What follows belongs to an exercise in optimizing a design on an open flow for small area; a production flow would make more cautious choices.
Function was checked by simulation only, so behaviour that the tests miss may differ from the original.

<file path="design/flow/config.mk">
export PLATFORM = sky130hd
export DESIGN_NAME = pafc
export DESIGN_NICKNAME = pafc
export VERILOG_FILES = /design/flow/design.v
export SDC_FILE = /design/flow/constraint.sdc
export NUM_CORES = 4
export LEC_CHECK = 0
export ABC_AREA = 1
export ABC_CLOCK_PERIOD_IN_PS = 1000000
export CAP_MARGIN = 20
export CORE_MARGIN = 2
export CORE_UTILIZATION = 30
export PLACE_DENSITY = 0.4
export SLEW_MARGIN = 20
</file>
<file path="design/flow/constraint.sdc">
create_clock -name core_clock -period 1000.0 [get_ports {clk}]
set_input_delay 200.0000 -clock core_clock [delete_from_list [all_inputs] [get_ports {clk}]]
set_output_delay 200.0000 -clock core_clock [all_outputs]
set_load 0.01 [all_outputs]
</file>
<file path="design/flow/run.sh">
#!/bin/bash
# synth_recipe.tcl (not shown) runs the flow's synth.tcl, then flattens the netlist and writes it again
# the make line also repeats each setting of config.mk as NAME=value (left out here)
make -C /OpenROAD-flow-scripts/flow DESIGN_CONFIG=/design/flow/config.mk WORK_HOME=/design/flow/orfs CLKGATE_MAP_FILE= SYNTH_SCRIPT=/design/flow/synth_recipe.tcl finish
</file>
<file path="design/flow/design.v">
module pafc (
  input  wire        clk,
  input  wire        rst,           
  input  wire        cmd_valid,
  input  wire [31:0] cmd,
  output reg         rsp_err,
  output reg  [31:0] rsp_data,
  input  wire        zc_pc_valid,
  input  wire [15:0] zc_pc_delay,
  input  wire        zc_cs_valid,
  input  wire [15:0] zc_cs_delay,
  output wire [15:0] pins
);
  localparam integer N_CH   = 2;
  localparam integer CW     = (N_CH > 1) ? $clog2(N_CH) : 1;
  localparam integer N_PINS = 16;
  localparam [15:0] T_MIN_DELAY = 16'd100;
  localparam [15:0] T_LATE_MAX  = 16'd50;
  localparam [16:0] ONE = 17'h10000;
  function automatic [15:0] lut_rom(input [6:0] i);
    case (i)
      7'd0: lut_rom = 16'hFFFF;
      7'd1: lut_rom = 16'hDFD3;
      7'd2: lut_rom = 16'hD735;
      7'd3: lut_rom = 16'hD10C;
      7'd4: lut_rom = 16'hCC11;
      7'd5: lut_rom = 16'hC7CB;
      7'd6: lut_rom = 16'hC402;
      7'd7: lut_rom = 16'hC093;
      7'd8: lut_rom = 16'hBD69;
      7'd9: lut_rom = 16'hBA77;
      7'd10: lut_rom = 16'hB7B1;
      7'd11: lut_rom = 16'hB511;
      7'd12: lut_rom = 16'hB290;
      7'd13: lut_rom = 16'hB02A;
      7'd14: lut_rom = 16'hADDC;
      7'd15: lut_rom = 16'hABA2;
      7'd16: lut_rom = 16'hA979;
      7'd17: lut_rom = 16'hA761;
      7'd18: lut_rom = 16'hA557;
      7'd19: lut_rom = 16'hA359;
      7'd20: lut_rom = 16'hA167;
      7'd21: lut_rom = 16'h9F7F;
      7'd22: lut_rom = 16'h9DA0;
      7'd23: lut_rom = 16'h9BC9;
      7'd24: lut_rom = 16'h99F9;
      7'd25: lut_rom = 16'h9831;
      7'd26: lut_rom = 16'h966E;
      7'd27: lut_rom = 16'h94B1;
      7'd28: lut_rom = 16'h92F8;
      7'd29: lut_rom = 16'h9144;
      7'd30: lut_rom = 16'h8F94;
      7'd31: lut_rom = 16'h8DE7;
      7'd32: lut_rom = 16'h8C3E;
      7'd33: lut_rom = 16'h8A97;
      7'd34: lut_rom = 16'h88F2;
      7'd35: lut_rom = 16'h874F;
      7'd36: lut_rom = 16'h85AE;
      7'd37: lut_rom = 16'h840D;
      7'd38: lut_rom = 16'h826E;
      7'd39: lut_rom = 16'h80CF;
      7'd40: lut_rom = 16'h7F30;
      7'd41: lut_rom = 16'h7D91;
      7'd42: lut_rom = 16'h7BF2;
      7'd43: lut_rom = 16'h7A51;
      7'd44: lut_rom = 16'h78B0;
      7'd45: lut_rom = 16'h770D;
      7'd46: lut_rom = 16'h7568;
      7'd47: lut_rom = 16'h73C1;
      7'd48: lut_rom = 16'h7218;
      7'd49: lut_rom = 16'h706B;
      7'd50: lut_rom = 16'h6EBB;
      7'd51: lut_rom = 16'h6D07;
      7'd52: lut_rom = 16'h6B4E;
      7'd53: lut_rom = 16'h6991;
      7'd54: lut_rom = 16'h67CE;
      7'd55: lut_rom = 16'h6606;
      7'd56: lut_rom = 16'h6436;
      7'd57: lut_rom = 16'h625F;
      7'd58: lut_rom = 16'h6080;
      7'd59: lut_rom = 16'h5E98;
      7'd60: lut_rom = 16'h5CA6;
      7'd61: lut_rom = 16'h5AA8;
      7'd62: lut_rom = 16'h589E;
      7'd63: lut_rom = 16'h5686;
      7'd64: lut_rom = 16'h545D;
      7'd65: lut_rom = 16'h5223;
      7'd66: lut_rom = 16'h4FD5;
      7'd67: lut_rom = 16'h4D6F;
      7'd68: lut_rom = 16'h4AEE;
      7'd69: lut_rom = 16'h484E;
      7'd70: lut_rom = 16'h4588;
      7'd71: lut_rom = 16'h4296;
      7'd72: lut_rom = 16'h3F6C;
      7'd73: lut_rom = 16'h3BFD;
      7'd74: lut_rom = 16'h3834;
      7'd75: lut_rom = 16'h33EE;
      7'd76: lut_rom = 16'h2EF3;
      7'd77: lut_rom = 16'h28CA;
      7'd78: lut_rom = 16'h202C;
      7'd79: lut_rom = 16'h0000;
      default: lut_rom = 16'h0000;
    endcase
  endfunction
  function automatic [16:0] clamp_op(input [23:0] v, input [16:0] lo, input [16:0] hi);
    logic signed [24:0] sv, slo, shi, r;
    begin
      sv  = {v[23], v};
      slo = {8'b0, lo};
      shi = {8'b0, hi};
      r   = (sv > shi) ? shi : sv;
      r   = (r < slo) ? slo : r;
      clamp_op = r[16:0];
    end
  endfunction
  function automatic [16:0] map_duty(input [16:0] d, input [16:0] mn, input [16:0] mx);
    logic [33:0] prod;
    begin
      prod = d * (mx - mn);
      map_duty = mn + prod[32:16];
    end
  endfunction
  function automatic [15:0] delay_of(input [16:0] f, input [15:0] s);
    logic [32:0] prod;
    begin
      prod = (ONE - f) * s;
      delay_of = prod[31:16];
    end
  endfunction
  function automatic [16:0] div_q17(input [31:0] n, input [15:0] s);
    logic [16:0] r;
    logic [16:0] q;
    begin
      r = {2'b0, n[31:17]};
      for (int i = 16; i >= 0; i--) begin
        r = {r[15:0], n[i]};
        if (r >= {1'b0, s}) begin
          r    = r - {1'b0, s};
          q[i] = 1'b1;
        end else begin
          q[i] = 1'b0;
        end
      end
      div_q17 = q;
    end
  endfunction
  function automatic [16:0] lut_fire(input [16:0] m, input [15:0] s);
    logic [22:0] slot;
    logic [6:0]  idx;
    logic [15:0] frac, a, b, v;
    logic [31:0] p1, p2, num;
    logic [15:0] dly;
    begin
      if (m == 17'd0) begin
        lut_fire = 17'd0;
      end else if (m >= ONE) begin
        lut_fire = ONE;
      end else begin
        slot = m[15:0] * 7'd79;
        idx  = slot[22:16];
        frac = slot[15:0];
        a    = lut_rom(idx);
        b    = lut_rom(idx + 7'd1);
        p1   = (a - b) * frac;
        v    = a - p1[31:16];
        p2   = v * s + 32'h8000;
        dly  = p2[31:16];
        num  = {dly, 16'b0} + {16'b0, s} - 32'd1;
        lut_fire = ONE - div_q17(num, s);
      end
    end
  endfunction
  function automatic [20:0] csu_decide(input [16:0] f, input [17:0] debt,
                                       input [1:0] bal, input pol);
    logic [18:0] sum;
    logic [17:0] d;
    logic        ok;
    begin
      if (f >= ONE) begin
        csu_decide = {1'b1, debt, bal};
      end else if (f == 17'd0) begin
        csu_decide = {1'b0, debt, bal};
      end else begin
        sum = debt + f;
        d   = (sum > 19'h3FFFF) ? 18'h3FFFF : sum[17:0];
        ok  = (bal == 2'b00) || (!pol && bal == 2'b11) || (pol && bal == 2'b01);
        if (d >= 18'h10000 && ok)
          csu_decide = {1'b1, d - 18'h10000, pol ? bal - 2'd1 : bal + 2'd1};
        else
          csu_decide = {1'b0, d, bal};
      end
    end
  endfunction
  function automatic [16:0] rearm_f(input [N_CH-1:0] en, input [N_CH-1:0] mode,
                                    input [N_CH-1:0] pnone,
                                    input [N_CH-1:0][15:0] pend);
    logic        found;
    logic [15:0] m;
    integer      k;
    begin
      found = 1'b0;
      m     = 16'd0;
      for (k = 0; k < N_CH; k = k + 1) begin
        if (en[k] && !mode[k] && !pnone[k]) begin
          if (!found || pend[k] < m) m = pend[k];
          found = 1'b1;
        end
      end
      rearm_f = {found, m};
    end
  endfunction
  logic [N_CH-1:0][16:0] duty_q, limit_q, min_q, max_q, mapped_q, fire_q;
  logic [N_CH-1:0]       en_q, online_q, luten_q, mode_q, pnone_q;
  logic [N_CH-1:0][7:0]  pinsel_q;
  logic [N_CH-1:0][15:0] pend_q;
  logic [N_CH-1:0][17:0] debt_q;
  logic [N_CH-1:0][1:0]  bal_q;
  logic [N_PINS-1:0]     pin_q;
  logic [15:0]           semi_pc_q, semi_cs_q;
  logic signed [31:0]    cnt_pc_q, cnt_cs_q;
  logic [15:0]           alarm_q;
  logic                  armed_q, pol_q;
  logic [3:0]            err_q;
  logic [N_CH-1:0][16:0] duty_d, limit_d, min_d, max_d, mapped_d, fire_d;
  logic [N_CH-1:0]       en_d, online_d, luten_d, mode_d, pnone_d;
  logic [N_CH-1:0][7:0]  pinsel_d;
  logic [N_CH-1:0][15:0] pend_d;
  logic [N_CH-1:0][17:0] debt_d;
  logic [N_CH-1:0][1:0]  bal_d;
  logic [N_PINS-1:0]     pin_d;
  logic [15:0]           semi_pc_d, semi_cs_d;
  logic signed [31:0]    cnt_pc_d, cnt_cs_d;
  logic [15:0]           alarm_d;
  logic                  armed_d, pol_d;
  logic [3:0]            err_d;
  assign pins = pin_q;
  always_ff @(posedge clk) begin
    duty_q    <= duty_d;
    limit_q   <= limit_d;
    min_q     <= min_d;
    max_q     <= max_d;
    mapped_q  <= mapped_d;
    fire_q    <= fire_d;
    en_q      <= en_d;
    online_q  <= online_d;
    luten_q   <= luten_d;
    mode_q    <= mode_d;
    pnone_q   <= pnone_d;
    pinsel_q  <= pinsel_d;
    pend_q    <= pend_d;
    debt_q    <= debt_d;
    bal_q     <= bal_d;
    pin_q     <= pin_d;
    semi_pc_q <= semi_pc_d;
    semi_cs_q <= semi_cs_d;
    cnt_pc_q  <= cnt_pc_d;
    cnt_cs_q  <= cnt_cs_d;
    alarm_q   <= alarm_d;
    armed_q   <= armed_d;
    pol_q     <= pol_d;
    err_q     <= err_d;
  end
  wire run_pc = |(en_q & ~mode_q);
  wire run_cs = |(en_q & mode_q);
  wire [N_CH-1:0] chans_pc = en_q & ~mode_q;
  wire [N_CH-1:0] chans_cs = en_q & mode_q;
  logic signed [31:0]    s1_cnt_pc, s1_cnt_cs;
  logic [N_CH-1:0]       s1_pnone;
  logic [N_PINS-1:0]     s1_pin;
  logic [N_CH-1:0][17:0] s1_debt;
  logic [N_CH-1:0][1:0]  s1_bal;
  logic                  s1_pol, s1_armed;
  logic [15:0]           s1_alarm;
  logic               t1_alarm, t1_bound;
  logic signed [31:0] t1_cnt_pc, t1_cnt_cs;
  logic [16:0]        t1_rr;
  logic [20:0]        t1_dec;
  always_comb begin
    s1_pnone = pnone_q;
    s1_pin   = pin_q;
    s1_debt  = debt_q;
    s1_bal   = bal_q;
    s1_pol   = pol_q;
    s1_armed = armed_q;
    s1_alarm = alarm_q;
    t1_rr    = 17'd0;
    t1_dec   = 21'd0;
    t1_cnt_pc = (cnt_pc_q != 32'sh7FFFFFFF) ? cnt_pc_q + 32'sd1 : cnt_pc_q;
    s1_cnt_pc = run_pc ? t1_cnt_pc : cnt_pc_q;
    t1_alarm  = run_pc && armed_q && (t1_cnt_pc >= $signed({16'b0, alarm_q}));
    if (t1_alarm) begin
      for (int c1 = 0; c1 < N_CH; c1++) begin
        if (chans_pc[c1] && !pnone_q[c1] && ($signed({16'b0, pend_q[c1]}) <= t1_cnt_pc)) begin
          for (int p1 = 0; p1 < N_PINS; p1++)
            if (pinsel_q[c1] == p1) s1_pin[p1] = 1'b1;
          s1_pnone[c1] = 1'b1;
        end
      end
      t1_rr    = rearm_f(en_q, mode_q, s1_pnone, pend_q);
      s1_armed = t1_rr[16];
      if (t1_rr[16]) s1_alarm = t1_rr[15:0];
    end
    t1_cnt_cs = cnt_cs_q + 32'sd1;
    t1_bound  = run_cs && (semi_cs_q != 16'd0) && (t1_cnt_cs >= $signed({16'b0, semi_cs_q}));
    if (!run_cs)                 s1_cnt_cs = cnt_cs_q;
    else if (semi_cs_q == 16'd0) s1_cnt_cs = 32'sd0;
    else if (t1_bound)           s1_cnt_cs = 32'sd0;
    else                         s1_cnt_cs = t1_cnt_cs;
    if (t1_bound) begin
      for (int c1 = 0; c1 < N_CH; c1++) begin
        if (chans_cs[c1]) begin
          t1_dec = csu_decide(fire_q[c1], debt_q[c1], bal_q[c1], pol_q);
          for (int p1 = 0; p1 < N_PINS; p1++)
            if (pinsel_q[c1] == p1) s1_pin[p1] = t1_dec[20];
          s1_debt[c1] = t1_dec[19:2];
          s1_bal[c1]  = t1_dec[1:0];
        end
      end
      s1_pol = ~pol_q;
    end
  end
  logic signed [31:0]    s2_cnt_pc;
  logic [N_CH-1:0]       s2_pnone;
  logic [N_CH-1:0][15:0] s2_pend;
  logic [N_PINS-1:0]     s2_pin;
  logic                  s2_armed, s2_timing;
  logic [15:0]           s2_alarm;
  logic               zc2;
  logic signed [31:0] t2_now;
  logic [16:0]        t2_rr;
  logic [15:0]        t2_dly;
  logic [N_CH-1:0]    t2_lvl;
  assign zc2    = zc_pc_valid && run_pc;
  assign t2_now = {{16{zc_pc_delay[15]}}, zc_pc_delay};
  always_comb begin
    s2_pnone  = s1_pnone;
    s2_pend   = pend_q;
    s2_pin    = s1_pin;
    s2_armed  = s1_armed;
    s2_alarm  = s1_alarm;
    s2_cnt_pc = s1_cnt_pc;
    s2_timing = 1'b0;
    t2_rr     = 17'd0;
    t2_dly    = 16'd0;
    t2_lvl    = '0;
    if (zc2) begin
      s2_cnt_pc = t2_now;
      for (int c2 = 0; c2 < N_CH; c2++) begin
        if (chans_pc[c2]) begin
          if (fire_q[c2] == ONE) begin
            t2_lvl[c2]   = 1'b1;
            s2_pnone[c2] = 1'b1;
          end else if (fire_q[c2] == 17'd0 || semi_pc_q == 16'd0) begin
            t2_lvl[c2]   = 1'b0;
            s2_pnone[c2] = 1'b1;
          end else begin
            t2_lvl[c2]   = 1'b0;
            t2_dly       = delay_of(fire_q[c2], semi_pc_q);
            s2_pend[c2]  = (t2_dly < T_MIN_DELAY) ? T_MIN_DELAY : t2_dly;
            s2_pnone[c2] = 1'b0;
          end
          if (!s2_pnone[c2] && ($signed({16'b0, s2_pend[c2]}) <= t2_now)) begin
            if ((t2_now - $signed({16'b0, s2_pend[c2]})) <= $signed({16'b0, T_LATE_MAX}))
              t2_lvl[c2] = 1'b1;
            else
              s2_timing = 1'b1;
            s2_pnone[c2] = 1'b1;
          end
          for (int p2 = 0; p2 < N_PINS; p2++)
            if (pinsel_q[c2] == p2) s2_pin[p2] = t2_lvl[c2];
        end
      end
      t2_rr    = rearm_f(en_q, mode_q, s2_pnone, s2_pend);
      s2_armed = t2_rr[16];
      if (t2_rr[16]) s2_alarm = t2_rr[15:0];
    end
  end
  logic signed [31:0]    s3_cnt_cs;
  logic [N_CH-1:0][17:0] s3_debt;
  logic [N_CH-1:0][1:0]  s3_bal;
  logic [N_PINS-1:0]     s3_pin;
  logic                  s3_pol;
  logic               zc3, t3_bound;
  logic signed [31:0] t3_t;
  logic [20:0]        t3_dec;
  assign zc3  = zc_cs_valid && run_cs && (semi_cs_q != 16'd0);
  assign t3_t = {{16{zc_cs_delay[15]}}, zc_cs_delay};
  always_comb begin
    s3_debt   = s1_debt;
    s3_bal    = s1_bal;
    s3_pin    = s2_pin;
    s3_pol    = s1_pol;
    s3_cnt_cs = s1_cnt_cs;
    t3_dec    = 21'd0;
    t3_bound  = 1'b0;
    if (zc3) begin
      if (s1_cnt_cs < $signed({17'b0, semi_cs_q[15:1]})) begin
        s3_cnt_cs = t3_t;                                 
      end else if (!t3_t[31]) begin
        t3_bound  = 1'b1;                                 
        s3_cnt_cs = t3_t;
      end else begin
        s3_cnt_cs = $signed({16'b0, semi_cs_q}) + t3_t;   
      end
    end
    if (t3_bound) begin
      for (int c3 = 0; c3 < N_CH; c3++) begin
        if (chans_cs[c3]) begin
          t3_dec = csu_decide(fire_q[c3], s1_debt[c3], s1_bal[c3], s1_pol);
          for (int p3 = 0; p3 < N_PINS; p3++)
            if (pinsel_q[c3] == p3) s3_pin[p3] = t3_dec[20];
          s3_debt[c3] = t3_dec[19:2];
          s3_bal[c3]  = t3_dec[1:0];
        end
      end
      s3_pol = ~s1_pol;
    end
  end
  wire [3:0]  op  = cmd[31:28];
  wire [3:0]  chn = cmd[27:24];
  wire [23:0] imm = cmd[23:0];
  wire [CW-1:0] ci = chn[CW-1:0];    
  logic illegal;
  always_comb begin
    case (op)
      4'h0: illegal = (cmd != 32'd0);
      4'h1: illegal = (chn >= N_CH) || (imm[23:9] != 15'd0);
      4'h2: illegal = (chn >= N_CH) || (imm != 24'd0);
      4'h3, 4'h4, 4'h5, 4'h6: illegal = (chn >= N_CH);
      4'h7, 4'h8: illegal = (chn >= N_CH) || (imm[23:1] != 23'd0);
      4'h9: illegal = (chn > 4'd1) || (imm[23:16] != 8'd0);
      4'hA: illegal = (chn >= N_CH) || (imm[23:8] != 16'd0) || (imm[7:0] > 8'd9);
      4'hB: illegal = (chn > 4'd1) || (imm[23:8] != 16'd0) || (imm[7:0] > 8'd5);
      4'hC: illegal = (chn != 4'd0) || (imm > 24'd79);
      4'hD: illegal = (chn != 4'd0) || (imm[23:8] != 16'd0);
      default: illegal = 1'b1;
    endcase
  end
  wire cmd_ok     = cmd_valid && !illegal;
  wire is_begin   = cmd_ok && op == 4'h1;
  wire is_end     = cmd_ok && op == 4'h2;
  wire is_setduty = cmd_ok && op == 4'h3;
  wire is_setlim  = cmd_ok && op == 4'h4;
  wire is_setmin  = cmd_ok && op == 4'h5;
  wire is_setmax  = cmd_ok && op == 4'h6;
  wire is_online  = cmd_ok && op == 4'h7;
  wire is_setlut  = cmd_ok && op == 4'h8;
  wire is_setsemi = cmd_ok && op == 4'h9;
  wire is_clrerr  = cmd_ok && op == 4'hD;
  wire        tc_en     = en_q[ci];
  wire        tc_mode   = mode_q[ci];
  wire        tc_luten  = luten_q[ci];
  wire [7:0]  tc_pinsel = pinsel_q[ci];
  logic begin_conflict;
  always_comb begin
    begin_conflict = 1'b0;
    for (int ck = 0; ck < N_CH; ck++)
      if (ck != ci && en_q[ck] && pinsel_q[ck] == imm[7:0]) begin_conflict = 1'b1;
  end
  wire begin_pin_err = is_begin && !tc_en && (imm[7:0] >= N_PINS || begin_conflict);
  wire begin_lut_err = is_begin && !tc_en && !begin_pin_err && tc_luten &&
                       ((imm[8] ? semi_cs_q : semi_pc_q) == 16'd0);
  wire begin_ok      = is_begin && !tc_en && !begin_pin_err && !begin_lut_err;
  wire end_do        = is_end && tc_en;
  wire lut_err       = is_setlut && imm[0] && ((tc_mode ? semi_cs_q : semi_pc_q) == 16'd0);
  wire setlut_ok     = is_setlut && !lut_err;
  logic semi_conflict;
  always_comb begin
    semi_conflict = 1'b0;
    for (int cs = 0; cs < N_CH; cs++)
      if (mode_q[cs] == chn[0] && luten_q[cs]) semi_conflict = 1'b1;
  end
  wire semi_err      = is_setsemi && imm[15:0] == 16'd0 && semi_conflict;
  wire setsemi_ok    = is_setsemi && !semi_err;
  assign semi_pc_d = rst ? 16'd0 : (setsemi_ok && !chn[0]) ? imm[15:0] : semi_pc_q;
  assign semi_cs_d = rst ? 16'd0 : (setsemi_ok &&  chn[0]) ? imm[15:0] : semi_cs_q;
  logic [N_CH-1:0] clr_pin;         
  genvar g;
  generate
    for (g = 0; g < N_CH; g = g + 1) begin : chan
      wire        t      = (ci == g);
      wire [16:0] lim_n  = (is_setlim && t) ? clamp_op(imm, 17'd0, ONE)       : limit_q[g];
      wire [16:0] min_n  = (is_setmin && t) ? clamp_op(imm, 17'd0, max_q[g])  : min_q[g];
      wire [16:0] max_n  = (is_setmax && t) ? clamp_op(imm, min_q[g], ONE)    : max_q[g];
      wire        onl_n  = (is_online && t) ? imm[0] : online_q[g];
      wire        lut_n  = (setlut_ok && t) ? imm[0] : luten_q[g];
      wire        mode_n = (begin_ok && t)  ? imm[8] : mode_q[g];
      wire [7:0]  psel_n = (begin_ok && t)  ? imm[7:0] : pinsel_q[g];
      wire        en_n   = (begin_ok && t) ? 1'b1 : (end_do && t) ? 1'b0 : en_q[g];
      wire        sd     = (t && (is_setduty || is_setlim || is_setmin || is_setmax ||
                                  (is_online && imm[0]) || setlut_ok || begin_ok)) ||
                           (setsemi_ok && mode_q[g] == chn[0]);
      wire [16:0] duty_n = sd ? clamp_op(is_setduty ? imm : {7'd0, duty_q[g]}, 17'd0, lim_n)
                              : duty_q[g];
      wire [16:0] map_n  = sd ? map_duty(duty_n, min_n, max_n) : mapped_q[g];
      wire [15:0] s_n    = mode_n ? semi_cs_d : semi_pc_d;
      wire [16:0] calc   = lut_n ? lut_fire(map_n, s_n) : map_n;
      wire        off1   = is_online && t && !imm[0];
      wire [16:0] fire_n = off1 ? 17'd0 : sd ? (onl_n ? calc : 17'd0) : fire_q[g];
      wire        applyoff = en_n && ((sd && onl_n && fire_n == 17'd0) || off1);
      assign clr_pin[g] = applyoff || (begin_ok && t) || (end_do && t);
      always_comb begin
        if (rst) begin
          duty_d[g]   = 17'd0;
          limit_d[g]  = ONE;
          min_d[g]    = 17'd0;
          max_d[g]    = ONE;
          mapped_d[g] = 17'd0;
          fire_d[g]   = 17'd0;
          en_d[g]     = 1'b0;
          online_d[g] = 1'b0;
          luten_d[g]  = 1'b0;
          mode_d[g]   = 1'b0;
          pinsel_d[g] = 8'd0;
          pnone_d[g]  = 1'b1;
          pend_d[g]   = 16'd0;
          debt_d[g]   = 18'd0;
          bal_d[g]    = 2'd0;
        end else begin
          duty_d[g]   = duty_n;
          limit_d[g]  = lim_n;
          min_d[g]    = min_n;
          max_d[g]    = max_n;
          mapped_d[g] = map_n;
          fire_d[g]   = fire_n;
          en_d[g]     = en_n;
          online_d[g] = onl_n;
          luten_d[g]  = lut_n;
          mode_d[g]   = mode_n;
          pinsel_d[g] = psel_n;
          pnone_d[g]  = s2_pnone[g] | clr_pin[g];
          pend_d[g]   = s2_pend[g];
          debt_d[g]   = s3_debt[g];
          bal_d[g]    = s3_bal[g];
        end
      end
    end
  endgenerate
  logic [16:0] rr4;
  always_comb begin
    pin_d = s3_pin;
    for (int c4 = 0; c4 < N_CH; c4++)
      for (int p4 = 0; p4 < N_PINS; p4++)
        if (clr_pin[c4] && pinsel_d[c4] == p4) pin_d[p4] = 1'b0;
    cnt_pc_d = s2_cnt_pc;
    cnt_cs_d = s3_cnt_cs;
    pol_d    = s3_pol;
    if (begin_ok && !imm[8] && !run_pc) cnt_pc_d = 32'sd0;             
    if (begin_ok &&  imm[8] && !run_cs) begin                           
      cnt_cs_d = 32'sd0;
      pol_d    = 1'b0;
    end
    if (end_do && !tc_mode && !(|(en_d & ~mode_d))) cnt_pc_d = 32'sd0;  
    if (end_do &&  tc_mode && !(|(en_d &  mode_d))) cnt_cs_d = 32'sd0;  
    if (setsemi_ok && chn[0] && imm[15:0] == 16'd0) cnt_cs_d = 32'sd0;
    rr4     = rearm_f(en_d, mode_d, pnone_d, pend_d);
    armed_d = rr4[16];
    alarm_d = rr4[16] ? rr4[15:0] : s2_alarm;
    err_d = err_q | {s2_timing, begin_lut_err | lut_err | semi_err, begin_pin_err,
                     cmd_valid && illegal};
    if (is_clrerr) err_d = err_d & ~imm[3:0];
    if (rst) begin
      pin_d    = '0;
      cnt_pc_d = 32'sd0;
      cnt_cs_d = 32'sd0;
      pol_d    = 1'b0;
      armed_d  = 1'b0;
      alarm_d  = 16'd0;
      err_d    = 4'd0;
    end
  end
  logic [1:0]  phase;
  logic        pinlvl;
  logic [31:0] ctrl;
  logic [16:0] r_duty, r_limit, r_min, r_max, r_mapped, r_fire;
  always_comb begin
    r_duty   = duty_q[ci];
    r_limit  = limit_q[ci];
    r_min    = min_q[ci];
    r_max    = max_q[ci];
    r_mapped = mapped_q[ci];
    r_fire   = fire_q[ci];
    pinlvl   = 1'b0;
    for (int p5 = 0; p5 < N_PINS; p5++)
      if (tc_pinsel == p5) pinlvl = s3_pin[p5];
    pinlvl = pinlvl & tc_en;
    if (!tc_en)              phase = 2'd0;
    else if (!s2_pnone[ci])  phase = 2'd1;
    else if (pinlvl)         phase = 2'd2;
    else                     phase = 2'd0;
    ctrl = {8'd0, tc_pinsel, 6'd0, phase, 1'b0, pinlvl,
            (r_duty >= r_max), (online_q[ci] && r_duty != 17'd0),
            tc_mode, tc_luten, online_q[ci], tc_en};
    rsp_err  = 1'b0;
    rsp_data = 32'd0;
    if (!rst && cmd_valid) begin
      if (illegal || begin_pin_err || begin_lut_err || lut_err || semi_err) begin
        rsp_err = 1'b1;
      end else begin
        case (op)
          4'h3: rsp_data = {31'd0, online_q[ci] & tc_en};                  
          4'hA: begin                                                      
            case (imm[3:0])
              4'd0: rsp_data = {15'd0, r_duty};
              4'd1: rsp_data = {15'd0, r_limit};
              4'd2: rsp_data = {15'd0, r_min};
              4'd3: rsp_data = {15'd0, r_max};
              4'd4: rsp_data = {15'd0, r_mapped};
              4'd5: rsp_data = {15'd0, r_fire};
              4'd6: rsp_data = ctrl;
              4'd7: rsp_data = s2_pnone[ci] ? 32'h00010000 : {16'd0, s2_pend[ci]};
              4'd8: rsp_data = {14'd0, s3_debt[ci]};
              default: rsp_data = {{30{s3_bal[ci][1]}}, s3_bal[ci]};
            endcase
          end
          4'hB: begin                                                      
            case (imm[2:0])
              3'd0: rsp_data = {16'd0, chn[0] ? semi_cs_q : semi_pc_q};
              3'd1: rsp_data = chn[0] ? s3_cnt_cs : s2_cnt_pc;
              3'd2: rsp_data = {16'd0, chn[0] ? semi_cs_q : s2_alarm};
              3'd3: rsp_data = chn[0] ? {29'd0, s3_pol, run_cs && semi_cs_q != 16'd0, run_cs}
                                      : {29'd0, 1'b0, s2_armed, run_pc};
              3'd4: rsp_data = {28'd0, err_q | {s2_timing, 3'b000}};
              default: rsp_data = {16'd0, s3_pin};
            endcase
          end
          4'hC: rsp_data = {16'd0, lut_rom(imm[6:0])};                     
          4'h0: rsp_data = 32'd0;                                          
          default: rsp_data = 32'd1;                                       
        endcase
      end
    end
  end
endmodule
</file>
==> impl_metrics.sql, run 1 <==
INSERT INTO impl_metrics (metric_group, metric, value, unit) VALUES
('floorplan', 'die_h', '738', 'um'),
('floorplan', 'number_of_top_level_pins', '118', ''),
('worst_setup_path', 'crit_fanout', '15', ''),
('worst_setup_path', 'critical_path.max_stage_delay', '0.64', 'ns'),
('yosys', 'synth.net_count', '27132', ''),
('worst_setup_path', 'crit_type', 'in2out', ''),
('timing', 'final.hold.worst_slack', '0.516', 'ns'),
('yosys', 'synth_seq_area_share', '5.40', '%'),
('yosys', 'synth-warning-count', '1', ''),
('route', 'route.detailed.drc', '0', ''),
('yosys', 'syn-mean-instance-area', '7.01', 'um^2'),
('timing', 'fmaxAchievable', '2.45', 'MHz'),
('worst_setup_path', 'most_used_cell_cp', 'sky130_fd_sc_hd__nand2_1', ''),
('placed_design', 'placement.setup.worst_slack', '591.47', 'ns'),
('yosys', 'synth-async-reset-ratio', '0', '%'),
('clock_network', 'setup_buffers_after_cts', '0', ''),
('route', 'route.vias.total', '153983', ''),
('timing', 'max-slew-margin-rel', '12.8', '%'),
('status', 'outcome', 'no timing/DRC/antenna violations', ''),
('clock_network', 'cts_tree', 'built', ''),
('floorplan', 'initial_core_util', '30.1', '%'),
('yosys', 'ys_top_cells_by_area', 'sky130_fd_sc_hd__fa_1 (27%), sky130_fd_sc_hd__ha_1 (14%), sky130_fd_sc_hd__nand2_1 (11%)', ''),
('route', 'dr.pass1.iters', '8', ''),
('global_routing', 'grt_usage', '26.7', '%'),
('layout', 'synthToLayoutAreaGrowth', '7.89', '%'),
('clock_network', 'cts_root_buf', 'sky130_fd_sc_hd__clkbuf_16', ''),
('worst_setup_path', 'crit_arrival', '208.61', 'ns'),
('yosys', 'number_of_instances_in_the_synthesized_netlist', '23058', ''),
('timing', 'rsz_0062_raised_after_global_routing', 'false', ''),
('route', 'avgRoutedWirePerCell', '24.5', 'um'),
('route', 'route.detailed.vias_per_inst', '5.11', ''),
('clock_network', 'clock_tree.buffer_depth', '3', ''),
('yosys', 'synth_area_leader_cell', 'sky130_fd_sc_hd__fa_1', ''),
('placed_design', 'post_dp_cell_area', '0.172', 'mm^2'),
('yosys', 'yosys.cell_types.count', '85', ''),
('floorplan', 'core-area', '0.537', 'mm^2'),
('yosys', 'netlist_area', '0.162', 'mm^2'),
('placed_design', 'place_congestion', '0.989', ''),
('timing', 'report.final.setup_viol', '0', ''),
('yosys', 'synth_edf_count', '0', ''),
('yosys', 'yosys_most_used_dff', 'sky130_fd_sc_hd__dfxtp_1', ''),
('worst_setup_path', 'required', '800.00', 'ns'),
('worst_setup_path', 'critical-path-slowest-cell', 'sky130_fd_sc_hd__clkdlybuf4s50_1', ''),
('timing', 'worstMarginPinSlew', '1.30', 'ns'),
('worst_setup_path', 'critical_path.endpoint_type', 'primary output', ''),
('route', 'postRouteAntennaNets', '0', ''),
('global_routing', 'antenna_found_initial', '35', ''),
('route', 'final_routed_wirelength', '740000', 'um'),
('timing', 'timing.clock.skew', '0.0623', 'ns'),
('worst_setup_path', 'worstSetupStartpointType', 'primary input', ''),
('placed_design', 'io_buf_count', '117', ''),
('clock_network', 'clkSinkCount', '436', ''),
('placed_design', 'dp_hpwl', '615000', 'um'),
('clock_network', 'clk_transition_reported_paths', '0.06', 'ns'),
('floorplan', 'num_rows', '269', ''),
('layout', 'drive_gt1_share', '3.92', '%'),
('timing', 'timing_max_transition_violations_final', '0', ''),
('yosys', 'synthDominantCellAreaShare', '27.1', '%'),
('layout', 'post-route-cell-area', '0.174', 'mm^2'),
('clock_network', 'tritoncts.num_buffers', '61', ''),
('floorplan', 'fp.dieW', '738', 'um'),
('clock_network', 'clkLatencyLatePin', '0.78', 'ns'),
('timing', 'report.final.hold_viol_count', '0', ''),
('yosys', 'yosys_register_bits', '436', ''),
('global_routing', 'largest_net_degree_at_the_start_of_global_routing', '87', ''),
('timing', 'crit_path_time_final', '408.61', 'ns'),
('timing', 'final_min_period_over_clock_period', '40.9', '%'),
('flow_run', 'drv.max_cap_violation_count', '0', ''),
('route', 'drt-initial-drc-count', '12598', ''),
('timing', 'timing.final.ws_setup', '591.39', 'ns'),
('layout', 'finalNetCount', '27000', ''),
('timing', 'setup_tns', '0', 'ns'),
('clock_network', 'hold_buffers', '0', ''),
('global_routing', 'grt_pass1_wl', '1080000', 'um'),
('floorplan', 'die_area', '0.545', 'mm^2'),
('clock_network', 'cts.htree.levels', '2', ''),
('min_path', 'worstHoldPathType', 'reg2reg', ''),
('global_routing', 'grt_pass1_vias', '153874', ''),
('global_routing', 'overflow', '0', ''),
('clock_network', 'cts_repair_resize_count', '0', '');
-- kinds of logic after synthesis --
group / after synthesis / synth area share [%]
muxes: 34 / 0.211
xor gates and xnor gates: 932 / 5.05
DFF: 436 / 5.40
buffers and inverters: 5397 / 12.7
adders and majority gates: 4005 / 41.2
and+or+nand+nor: 8350 / 21.4
AOI/OAI and AO/OA: 3904 / 14.1
-- placed cells by master, fill, tap and decap left out, drive strengths merged, types with 57 or more instances in the layout --
cell	n
ha	1816
xor2	571
o221ai	74
a21oi	1325
nand3	857
buf	424
or2	89
nand2	4702
o21bai	217
a31oi	90
a211oi	58
clkdlybuf4s50	113
o22ai	172
dfxtp	436
o21ai	1368
inv	4597
xnor2	361
o211ai	206
o31ai	57
clkbuf	75
nor3	183
nor2	2192
clkinv	93
fa	2189
nand4	208
-- cell type report --
cell class                      instances  area [um^2]
Clock buffer                           74         1670
Tap cell                             7181         8980
Antenna cell                            3         7.51
Clock inverter                         39          543
Fill cell                           59192       362000
Inverter                             4664        17500
Sequential cell                       436         8730
Timing Repair Buffer                  538         4330
Multi-Input combinational cell      17225       133000
-- critical path, delay by kind of cell --
kind	cells	cell delay (ns)
compound gates	13	3.32
buf+inv	9	2.34
fa+ha+maj	2	0.77
simple gates	16	2.18
-- layer usage --
layer  wire [um]  vias up  GRT usage [%]
li1            -    72648              -
met3       38300      802           2.51
met4       28500       14           8.50
met2      325000     4548           42.2
met1      348000    75971           38.3
met5          81        -              0
-- flip-flops by register name (all words and copies together) (netlist names), 4 cells and up --
register,count
err_q,4
min_q,34
duty_q,34
semi_cs_q,16
cnt_cs_q,32
semi_pc_q,16
mapped_q,34
fire_q,34
alarm_q,16
cnt_pc_q,32
debt_q,36
limit_q,34
pend_q,32
bal_q,4
pinsel_q,16
pin_q,16
max_q,34
-- path summary, 6_finish.rpt --
check / cells after the start / start / end / slack, ns
max: 40 / zc_pc_delay[2] / rsp_data[12] / 591.39
min: 2 / max_q[27] / max_q[27] / 0.52
max reg2reg: 580 / max_q[11] / alarm_q[2] / 890.49
min reg2reg: 2 / max_q[27] / max_q[27] / 0.52
-- cell usage after synthesis (all sizes together) (33+ instances only) --
cell	n
nor3	183
nor4	44
o221ai	74
a21oi	1325
ha	1816
nand3	857
inv	4591
o21bai	217
nand4	208
nand2	4702
and2	35
mux2i	33
a21o	36
o211ai	206
clkinv	73
clkbuf	575
o21ai	1368
xor2	571
dfxtp	436
o22ai	172
a31oi	90
buf	158
nor2	2192
fa	2189
xnor2	361
a221o	39
or2	89
o31ai	57
a211oi	58
-- per-stage QoR --
stage / util [%] / instances
final: 32.5 / 30160
after CTS: 32.5 / 30156
after detailed placement: 32.1 / 30043
after floorplan: - / 23058
after global routing: 32.5 / 30158
after global placement: 32.1 / 30042
==> run 2: changes to the inputs <==
--- a/design/flow/config.mk
+++ b/design/flow/config.mk
@@ -6,6 +6,4 @@
 export NUM_CORES = 4
 export LEC_CHECK = 0
-export ABC_AREA = 1
-export ABC_CLOCK_PERIOD_IN_PS = 1000000
 export CAP_MARGIN = 20
 export CORE_MARGIN = 2
==> run 2 against run 1 <==
  * Via count decreased by 0.82%
  * First-iteration DRC count increased by 0.25%
  * Still clean on timing, DRC and antenna
  * Core utilization increased by 0.33 points
  * Global-route usage increased by 0.45 points
  * Sequential share of layout area decreased by 0.14 points
  * Register-to-register slack got worse by 16 ns
  * Sequential cell count unchanged
==> impl_metrics.sql, run 2 <==
INSERT INTO impl_metrics (metric_group, metric, value, unit) VALUES
('timing', 'crit_path_time_final', '409.63', 'ns'),
('clock_network', 'cts_tree', 'built', ''),
('yosys', 'synth_top_cells_by_count', 'sky130_fd_sc_hd__inv_1 (3073), sky130_fd_sc_hd__nand2_1 (2646), sky130_fd_sc_hd__fa_1 (2189)', ''),
('flow_run', 'drv.max_cap_violation_count', '0', ''),
('worst_setup_path', 'worstSetupStartpointType', 'primary input', ''),
('layout', 'post-route-cell-area', '0.180', 'mm^2'),
('clock_network', 'cts_repair_resize_count', '0', ''),
('yosys', 'synth-async-reset-ratio', '0', '%'),
('timing', 'fmaxAchievable', '2.44', 'MHz'),
('clock_network', 'tritoncts.num_buffers', '61', ''),
('global_routing', 'grt_pass1_vias', '155119', ''),
('timing', 'report.final.hold_viol_count', '0', ''),
('min_path', 'worstHoldPathType', 'reg2reg', ''),
('layout', 'layout_commonest_cell', 'sky130_fd_sc_hd__inv_1', ''),
('yosys', 'yosysMostFrequentCell', 'sky130_fd_sc_hd__inv_1', ''),
('global_routing', 'overflow', '0', ''),
('clock_network', 'clock_tree.buffer_depth', '3', ''),
('floorplan', 'die_h', '745', 'um'),
('worst_setup_path', 'crit_type', 'in2out', ''),
('timing', 'timing.clock.skew', '0.0374', 'ns'),
('worst_setup_path', 'required', '800.00', 'ns'),
('worst_setup_path', 'crit_fanout', '18', ''),
('global_routing', 'grt_pass1_wl', '1120000', 'um'),
('timing', 'final_min_period_over_clock_period', '41.0', '%'),
('route', 'route.detailed.vias_per_inst', '5.35', ''),
('clock_network', 'cts_root_buf', 'sky130_fd_sc_hd__clkbuf_16', ''),
('route', 'avgRoutedWirePerCell', '27.1', 'um'),
('yosys', 'yosys.cell_types.count', '140', ''),
('floorplan', 'num_rows', '272', ''),
('yosys', 'synth_seq_area_share', '5.29', '%'),
('route', 'final_routed_wirelength', '773000', 'um'),
('clock_network', 'clk_transition_reported_paths', '0.06', 'ns'),
('route', 'dr.pass1.iters', '6', ''),
('timing', 'report.final.setup_viol', '0', ''),
('yosys', 'yosys_register_bits', '436', ''),
('worst_setup_path', 'critical_path.endpoint_type', 'primary output', ''),
('placed_design', 'post_dp_cell_area', '0.178', 'mm^2'),
('worst_setup_path', 'crit_arrival', '209.63', 'ns'),
('floorplan', 'die_area', '0.555', 'mm^2'),
('timing', 'worstMarginPinSlew', '1.29', 'ns'),
('timing', 'final.hold.worst_slack', '0.460', 'ns'),
('placed_design', 'placement.setup.worst_slack', '590.56', 'ns'),
('timing', 'max-slew-margin-rel', '13.1', '%'),
('timing', 'timing_max_transition_violations_final', '0', ''),
('floorplan', 'fp.dieW', '745', 'um'),
('clock_network', 'setup_buffers_after_cts', '0', ''),
('route', 'route.detailed.drc', '0', ''),
('floorplan', 'core-area', '0.548', 'mm^2'),
('yosys', 'syn-mean-instance-area', '7.75', 'um^2'),
('placed_design', 'place_congestion', '0.979', ''),
('clock_network', 'clkSinkCount', '436', ''),
('yosys', 'synth_edf_count', '0', ''),
('clock_network', 'clkLatencyLatePin', '0.75', 'ns'),
('layout', 'post-route-util', '32.8', '%'),
('yosys', 'synth_area_leader_cell', 'sky130_fd_sc_hd__fa_1', ''),
('worst_setup_path', 'critical_path.max_stage_delay', '0.91', 'ns'),
('worst_setup_path', 'most_used_cell_cp', 'sky130_fd_sc_hd__a21o_1', ''),
('status', 'outcome', 'no timing/DRC/antenna violations', ''),
('placed_design', 'io_buf_count', '117', ''),
('yosys', 'synth.net_count', '25356', ''),
('layout', 'most-common-layout-cells', 'sky130_fd_sc_hd__inv_1 (3068), sky130_fd_sc_hd__nand2_1 (2646), sky130_fd_sc_hd__fa_1 (2189), sky130_fd_sc_hd__nor2_1 (1861), sky130_fd_sc_hd__ha_1 (1814)', ''),
('layout', 'synthToLayoutAreaGrowth', '9.09', '%'),
('route', 'route.vias.total', '152723', ''),
('clock_network', 'cts.htree.levels', '2', ''),
('timing', 'timing.final.ws_setup', '590.37', 'ns'),
('yosys', 'synthDominantCellAreaShare', '26.6', '%'),
('clock_network', 'hold_buffers', '0', ''),
('placed_design', 'dp_hpwl', '622000', 'um'),
('yosys', 'netlist_area', '0.165', 'mm^2'),
('yosys', 'yosys_most_used_dff', 'sky130_fd_sc_hd__dfxtp_1', ''),
('worst_setup_path', 'critical-path-slowest-cell', 'sky130_fd_sc_hd__o41ai_1', ''),
('route', 'postRouteAntennaNets', '0', ''),
('layout', 'max_reg_flops', '36', ''),
('layout', 'register_with_the_most_flip_flops', 'debt_q', ''),
('floorplan', 'number_of_top_level_pins', '118', ''),
('global_routing', 'antenna_found_initial', '55', ''),
('yosys', 'ys_top_cells_by_area', 'sky130_fd_sc_hd__fa_1 (27%), sky130_fd_sc_hd__ha_1 (14%), sky130_fd_sc_hd__inv_1 (7.0%)', ''),
('yosys', 'synth-warning-count', '1', ''),
('yosys', 'number_of_instances_in_the_synthesized_netlist', '21282', ''),
('layout', 'finalNetCount', '25289', ''),
('layout', 'drive_gt1_share', '6.48', '%'),
('global_routing', 'grt_usage', '27.2', '%'),
('route', 'drt-initial-drc-count', '12630', ''),
('floorplan', 'initial_core_util', '30.1', '%'),
('global_routing', 'largest_net_degree_at_the_start_of_global_routing', '75', ''),
('timing', 'rsz_0062_raised_after_global_routing', 'false', ''),
('timing', 'setup_tns', '0', 'ns');
-- run 2: worst max-delay path, delay by kind of cell --
kind,cells,cell delay (ns)
AND/OR/NAND/NOR,8,1.72
buffers and inverters,4,1.57
adder cells (fa/ha/maj),3,0.91
AO/OA/AOI/OAI,25,5.38
-- run 2: area by class of cell --
cell class | instances | area (um^2)
antenna | 19 | 47.5
tap | 7261 | 9080
fill | 59141 | 368000
multi-input combinational | 16824 | 142000
clock buffer | 79 | 1730
inverter | 3096 | 11600
clock inverter | 36 | 488
sequential | 436 | 8750
timing repair buffer | 796 | 6260
-- run 2: routing by layer --
metal | track usage, % | wire, um
met1 | 38.2 | 359000
met2 | 43.6 | 346000
met3 | 3.01 | 39400
met4 | 8.64 | 29500
met5 | 0 | 82
-- run 2: final timing paths --
kind / cells past startpoint / slack [ns] / start / to
worst min register to register: 2 / 0.46 / fire_q[14] / fire_q[14]
worst max-delay path: 40 / 590.37 / zc_pc_delay[0] / rsp_data[5]
worst min-delay path: 2 / 0.46 / fire_q[14] / fire_q[14]
worst max register to register: 530 / 874.17 / min_q[1] / alarm_q[14]
-- run 2: cell families (layout without fill, tap and decap cells) --
group / count (synthesis) / in the layout / share of synthesized area, %
muxes: 536 / 536 / 3.45
buffers and inverters: 4022 / 4007 / 9.27
DFF: 436 / 436 / 5.29
AOI/OAI and AO/OA: 4444 / 4444 / 17.5
xor gates and xnor gates: 947 / 947 / 5.03
adders and majority gates: 4006 / 4006 / 40.4
other: 0 / 19 / 0
and+or+nand+nor: 6891 / 6891 / 19.1
-- run 2: metrics by stage --
step / cells
2_1_floorplan: 21282
3_3_place_gp: 28411
3_5_place_dp: 28412
4_1_cts: 28527
5_1_grt: 28535
6_report: 28547

-- re-timing with driven ports --
How much do the figures lean on ideal ports? The routed layouts below were timed once more, with nothing changed but the port constraints.
Step 1: set_driving_cell puts a clkbuf_16 on clk and a buf_2 on each other input, an assumption about the parent block.
Step 2 times the ports against the registers' clock, not the clock port: input delays grow and output delays shrink by t, the midpoint of the rising clock arrivals with the driver on.
a / b / c = ideal ports / drivers / drivers and shift; a / b = the first two.
run | shift t [ns] | setup WS [ns] | hold WS [ns] | worst setup path at the end
run 1 | 0.865 | 591.394 / 591.368 / 591.368 | 0.516 / 0.516 / 0.516 | input to output
run 2 | 0.836 | 590.374 / 590.335 / 590.335 | 0.460 / 0.460 / 0.460 | input to output
After both steps setup and hold are still met in every run listed. The setup slack of run 2, which loses most, moves by -0.039 ns with the drivers and by -0.039 ns with both steps.
